From an optimization exercise on the open Yosys and OpenROAD flow, aimed at small area, a short achievable clock period and few clock cycles per item; shortcuts taken in it are not production practice. Where RTL was checked, it was by simulation tests only, not by an equivalence proof against the original.

==> trial 23 <==
## bigreg_bcd
module bigreg_bcd (
    input  wire         clk,
    input  wire         rst,       
    input  wire         start,     
    input  wire         op,        
    input  wire [127:0] src,
    output wire         ready,
    output reg          done,
    output wire [255:0] result
);
==> module bigreg_bcd, before the edit <==
module bigreg_bcd (
    input  wire         clk,
    input  wire         rst,       
    input  wire         start,     
    input  wire         op,        
    input  wire [127:0] src,
    output wire         ready,
    output reg          done,
    output wire [255:0] result
);
    localparam K  = 4;             
    localparam NC = 128 / K;       
    localparam PW = $clog2(NC);
    localparam NI = 39;            
    localparam F0 = 26;            
    reg          busy;
    reg          last;             
    reg          op_r;
    reg          run_i, run_f;     
    reg [PW-1:0] ptr;              
    reg [K-1:0]  chunk_r;          
    reg [127:0]  work;
    reg [255:0]  res;
    assign ready  = !busy;
    assign result = res;
    reg [NC-1:0] nz;
    integer c;
    always @(*) begin
        nz = {NC{1'b0}};
        for (c = 1; c < NC - 1; c = c + 1)
            nz[c] = |src[c*K +: K];
    end
    wire [PW-1:0] top;
    genvar h;
    generate
        for (h = PW - 1; h >= 0; h = h - 1) begin : g_top
            wire [(2 << h)-1:0] v;
            if (h == PW - 1) begin : g_a
                assign v = nz;
            end else begin : g_b
                assign v = top[h+1] ? g_top[h+1].v[(4 << h)-1 -: (2 << h)]
                                    : g_top[h+1].v[(2 << h)-1:0];
            end
            assign top[h] = |v[(2 << h)-1 -: (1 << h)];
        end
    endgenerate
    wire top_nz = |src[127 -: K];
    wire [PW-1:0] q1    = (op | top_nz) ? NC - 2 : top;
    wire [PW-1:0] csel  = ptr ^ {PW{op_r}};
    wire [K-1:0]  chunk = work[csel*K +: K];
    reg  [K-1:0]  chunk_ord;
    integer j;
    always @(*)
        for (j = 0; j < K; j = j + 1)
            chunk_ord[j] = op_r ? chunk[j] : chunk[K-1-j];
    reg  [K-1:0]  chunk_in;
    always @(*)
        for (j = 0; j < K; j = j + 1)
            chunk_in[j] = op ? src[j] : src[127-j];
    wire [255:0] lv [0:K];
    assign lv[0] = res;
    genvar l, i;
    generate
        for (l = 0; l < K; l = l + 1) begin : g_lvl
            wire bit_in = chunk_r[l];
            wire [255:0] d = lv[l];
            wire [255:0] n;
            for (i = 0; i < 64; i = i + 1) begin : g_dig
                wire [3:0] x = d[4*i +: 4];
                wire [3:0] ni, nf;
                if (i == NI - 1) begin : g_it
                    wire ci = d[4*i-1] | (d[4*i-2] & (d[4*i-3] | d[4*i-4]));
                    assign ni = {x[2:0], ci};
                end else if (i < NI) begin : g_i
                    wire ci = (i == 0) ? bit_in
                            : (d[4*i-1] | (d[4*i-2] & (d[4*i-3] | d[4*i-4])));
                    wire m2 = (x[2] & ~x[1] & ~x[0]) | (x[3] & x[0]);
                    wire m1 = (~x[2] & x[1]) | (x[2] & x[1] & x[0]) | (x[3] & ~x[0]);
                    wire m0 = (~x[3] & ~x[2] & x[0]) | (x[2] & x[1] & ~x[0]) | (x[3] & ~x[0]);
                    assign ni = {m2, m1, m0, ci};
                end else begin : g_ni
                    assign ni = 4'd0;
                end
                if (i >= F0) begin : g_f
                    wire b  = (i == 63) ? bit_in : d[4*i+4];
                    wire t  = x[3] | (x[2] & x[1]);
                    wire f3 = b & t;
                    wire f2 = (b & ~t) | (~b & x[3]);
                    wire f1 = (b & x[2] & ~x[1]) | (b & ~x[2] & x[1]) | (~b & x[2]);
                    wire f0 = (b & ~x[1]) | (~b & x[1]);
                    assign nf = {f3, f2, f1, f0};
                end else begin : g_nf
                    assign nf = 4'd0;
                end
                if (i < F0) begin : g_oi
                    assign n[4*i +: 4] = ni;
                end else if (i >= NI) begin : g_of
                    assign n[4*i +: 4] = nf;
                end else begin : g_ob
                    assign n[4*i +: 4] = op_r ? nf : ni;
                end
            end
            assign lv[l+1] = n;
        end
    endgenerate
    wire [255:0] keep = {{(256-4*F0){run_f}}, {(4*F0){run_i}}} |
                        {{(256-4*NI){1'b0}}, {(4*(NI-F0)){busy}}, {(4*F0){1'b0}}};
    always @(posedge clk) begin
        if (!busy) begin
            op_r    <= op;
            work    <= src;
            chunk_r <= chunk_in;
            ptr     <= q1;
            last    <= 1'b0;
        end else begin
            chunk_r <= chunk_ord;
            ptr     <= ptr - 1'b1;
            last    <= (ptr == {PW{1'b0}});
        end
        if (rst) begin
            busy  <= 1'b0;
            run_i <= 1'b0;
            run_f <= 1'b0;
            done  <= 1'b0;
        end else begin
            done <= 1'b0;
            if (!busy) begin
                if (start) begin
                    busy  <= 1'b1;
                    run_i <= !op;
                    run_f <= op;
                end
            end else begin
                if (last) begin
                    busy  <= 1'b0;
                    run_i <= 1'b0;
                    run_f <= 1'b0;
                    done  <= 1'b1;
                end
            end
        end
        res <= lv[K] & keep;
    end
endmodule
==> flow/config.mk <==
export PLATFORM = sky130hd
export DESIGN_NAME = bigreg_bcd
export DESIGN_NICKNAME = bigreg_bcd
export VERILOG_FILES = /design/flow/design.v
export SDC_FILE = /design/flow/constraint.sdc
export NUM_CORES = 4
export LEC_CHECK = 0
export ABC_AREA = 1
export CAP_MARGIN = 20
export CORE_MARGIN = 2
export CORE_UTILIZATION = 40
export SETUP_SLACK_MARGIN = 5
export SLEW_MARGIN = 20
==> flow/constraint.sdc <==
create_clock -name core_clock -period 10.0 [get_ports {clk}]
set_input_delay 2.0000 -clock core_clock [delete_from_list [all_inputs] [get_ports {clk}]]
set_output_delay 2.0000 -clock core_clock [all_outputs]
set_load 0.01 [all_outputs]
standard.sh (not shown) runs the stock make flow with config.mk's settings and CLKGATE_MAP_FILE= SYNTH_SCRIPT=/design/flow/synth_recipe.tcl, a recipe that flattens the netlist after the stock synthesis.
==> flow/flow/run.sh <==
#!/bin/bash
set -euo pipefail
bash standard.sh SETUP_SLACK_MARGIN=7 finish > standard.log 2>&1
==> inputs of trial 18, as changes to trial 23 <==
--- a/flow/design.v
+++ b/flow/design.v
@@ -12,3 +12,3 @@
     localparam NC = 128 / K;       
-    localparam PW = $clog2(NC);
+    localparam PW = 5;             
     localparam NI = 39;            
@@ -25,25 +25,28 @@
     assign result = res;
-    reg [NC-1:0] nz;
-    integer c;
+    reg [NC-1:0] nz, a, hi;
+    reg [PW-1:0] top;
+    integer c, k, b0;
     always @(*) begin
         nz = {NC{1'b0}};
-        for (c = 1; c < NC - 1; c = c + 1)
+        for (c = 1; c < NC - 2; c = c + 1)
             nz[c] = |src[c*K +: K];
+        a = nz;
+        for (k = 0; k < PW; k = k + 1)
+            for (c = 0; c < NC; c = c + 1) begin
+                b0 = (c >> (k + 1)) << (k + 1);
+                if (c < b0 + (1 << k))
+                    a[c] = a[c] | a[b0 + (1 << k)];
+            end
+        for (c = 0; c < NC - 1; c = c + 1)
+            hi[c] = nz[c] & ~a[c+1];
+        hi[NC-1] = nz[NC-1];
+        for (k = 0; k < PW; k = k + 1) begin
+            top[k] = 1'b0;
+            for (c = 0; c < NC; c = c + 1)
+                if ((c >> k) & 1)
+                    top[k] = top[k] | hi[c];
+        end
     end
-    wire [PW-1:0] top;
-    genvar h;
-    generate
-        for (h = PW - 1; h >= 0; h = h - 1) begin : g_top
-            wire [(2 << h)-1:0] v;
-            if (h == PW - 1) begin : g_a
-                assign v = nz;
-            end else begin : g_b
-                assign v = top[h+1] ? g_top[h+1].v[(4 << h)-1 -: (2 << h)]
-                                    : g_top[h+1].v[(2 << h)-1:0];
-            end
-            assign top[h] = |v[(2 << h)-1 -: (1 << h)];
-        end
-    endgenerate
-    wire top_nz = |src[127 -: K];
-    wire [PW-1:0] q1    = (op | top_nz) ? NC - 2 : top;
+    wire top_nz = |src[127 -: 2*K];
+    wire [PW-1:0] q1    = (op | top_nz) ? NC - 3 : top;
     wire [PW-1:0] csel  = ptr ^ {PW{op_r}};
@@ -58,3 +61,18 @@
         for (j = 0; j < K; j = j + 1)
-            chunk_in[j] = op ? src[j] : src[127-j];
+            chunk_in[j] = op ? src[K+j] : src[127-K-j];
+    wire [3:0]  ci4 = src[127:124];
+    wire [7:0]  init_i = (ci4 >= 4'd10) ? {4'd1, ci4 - 4'd10} : {4'd0, ci4};
+    reg  [15:0] init_f;
+    always @(*)
+        case (src[3:0])
+        4'd0:  init_f = 16'h0000;  4'd1:  init_f = 16'h0625;
+        4'd2:  init_f = 16'h1250;  4'd3:  init_f = 16'h1875;
+        4'd4:  init_f = 16'h2500;  4'd5:  init_f = 16'h3125;
+        4'd6:  init_f = 16'h3750;  4'd7:  init_f = 16'h4375;
+        4'd8:  init_f = 16'h5000;  4'd9:  init_f = 16'h5625;
+        4'd10: init_f = 16'h6250;  4'd11: init_f = 16'h6875;
+        4'd12: init_f = 16'h7500;  4'd13: init_f = 16'h8125;
+        4'd14: init_f = 16'h8750;  default: init_f = 16'h9375;
+        endcase
+    wire [255:0] init = op ? {init_f, 240'd0} : {248'd0, init_i};
     wire [255:0] lv [0:K];
@@ -99,3 +117,4 @@
                 end else begin : g_ob
-                    assign n[4*i +: 4] = op_r ? nf : ni;
+                    wire sel = (l % 3 == 0) ? op_r : (l % 3 == 1) ? run_f : !run_i;
+                    assign n[4*i +: 4] = sel ? nf : ni;
                 end
@@ -141,3 +160,3 @@
         end
-        res <= lv[K] & keep;
+        res <= busy ? (lv[K] & keep) : init;
     end
==> flow/flow/run.sh (replaced) <==
#!/bin/bash
set -euo pipefail
cp -r "$FLOW_HOME/scripts" scripts_mod
cp flow/abc_area.script scripts_mod/abc_area.script
bash standard.sh SCRIPTS_DIR="$PWD/scripts_mod" SETUP_SLACK_MARGIN=6.8 "BUFFER_PORTS_ARGS=-buffer_cell sky130_fd_sc_hd__buf_1" finish > standard.log 2>&1
==> flow/flow/abc_area.script (new file) <==
strash
&get -n
&deepsyn -T 60
&dch -f
&nf
&put
--- a/flow/config.mk
+++ b/flow/config.mk
@@ -10,3 +10,3 @@
 export CORE_MARGIN = 2
-export CORE_UTILIZATION = 40
+export CORE_UTILIZATION = 60
 export SETUP_SLACK_MARGIN = 5
==> flow_results.xml <==
<?xml version="1.0" encoding="UTF-8"?>
<metrics>
  <group name="setup_path">
    <metric name="buffering_stage_count_on_the_worst_path_with_inverters_included" unit="">2</metric>
    <metric name="timing.critical_path.slowest_stage_cell" unit="">sky130_fd_sc_hd__nor2_4</metric>
  </group>
  <group name="global_route">
    <metric name="grt.met3_usage" unit="%">5.836</metric>
  </group>
  <group name="finish">
    <metric name="postLayoutCoreUtil" unit="%">57.52</metric>
    <metric name="layout.clock.cell_area_share" unit="%">3.775</metric>
  </group>
  <group name="status">
    <metric name="outcome" unit="">no timing/DRC/antenna violations</metric>
  </group>
  <group name="detailed_routing">
    <metric name="routed-wl-met3" unit="um">8043</metric>
  </group>
  <group name="timing">
    <metric name="period_minus_slack" unit="ns">3.504</metric>
    <metric name="timing.max_slew.rel_slack" unit="%">34.14</metric>
  </group>
</metrics>
That was trial 23.
==> flow_results.xml <==
<?xml version="1.0" encoding="UTF-8"?>
<metrics>
  <group name="status">
    <metric name="outcome" unit="">no timing/DRC/antenna violations</metric>
  </group>
  <group name="timing">
    <metric name="period_minus_slack" unit="ns">3.820</metric>
    <metric name="timing.max_slew.rel_slack" unit="%">27.29</metric>
  </group>
  <group name="setup_path">
    <metric name="timing.critical_path.slowest_stage_cell" unit="">sky130_fd_sc_hd__edfxtp_1</metric>
  </group>
</metrics>
That was trial 18.
Testbench counts of trial 18, summed over its fixed seeds: cycles 10,856, items 384.
For trial 23, only the layout was checked, not whether the RTL still works.

## afterwards: timing with drivers on the ports
No port has a modelled driver above. Below, the same layouts with a new extraction and two added sets of constraints. Step 1: set_driving_cell puts a clkbuf_16 on clk and a buf_2 on each other input, an assumption about the parent block. Step 2 adds t to the input delays and takes it off the output delays; t is the mean of the earliest and latest rising clock arrival at the registers after step 1. Input paths then give back, and output paths get back, about the clock's delay inside the block. a / b / c = no drivers / after step 1 / after step 2; a / b = the first two.
run	t, ns	slack for setup (ns)	worst setup path at the end	slew at the worst register clock pin (ns)	worst data-port slew with drivers (ns)
trial 23	0.667	6.496 / 6.529 / 5.862	input to register	0.07 / 0.07	0.13
trial 18	0.669	6.180 / 6.180 / 5.791	input to register	0.07 / 0.07	0.09
After both steps setup and hold are still met in every run listed. For trial 23, which loses most, drivers alone change the setup slack by +0.033 ns; drivers and shift together by -0.634 ns.
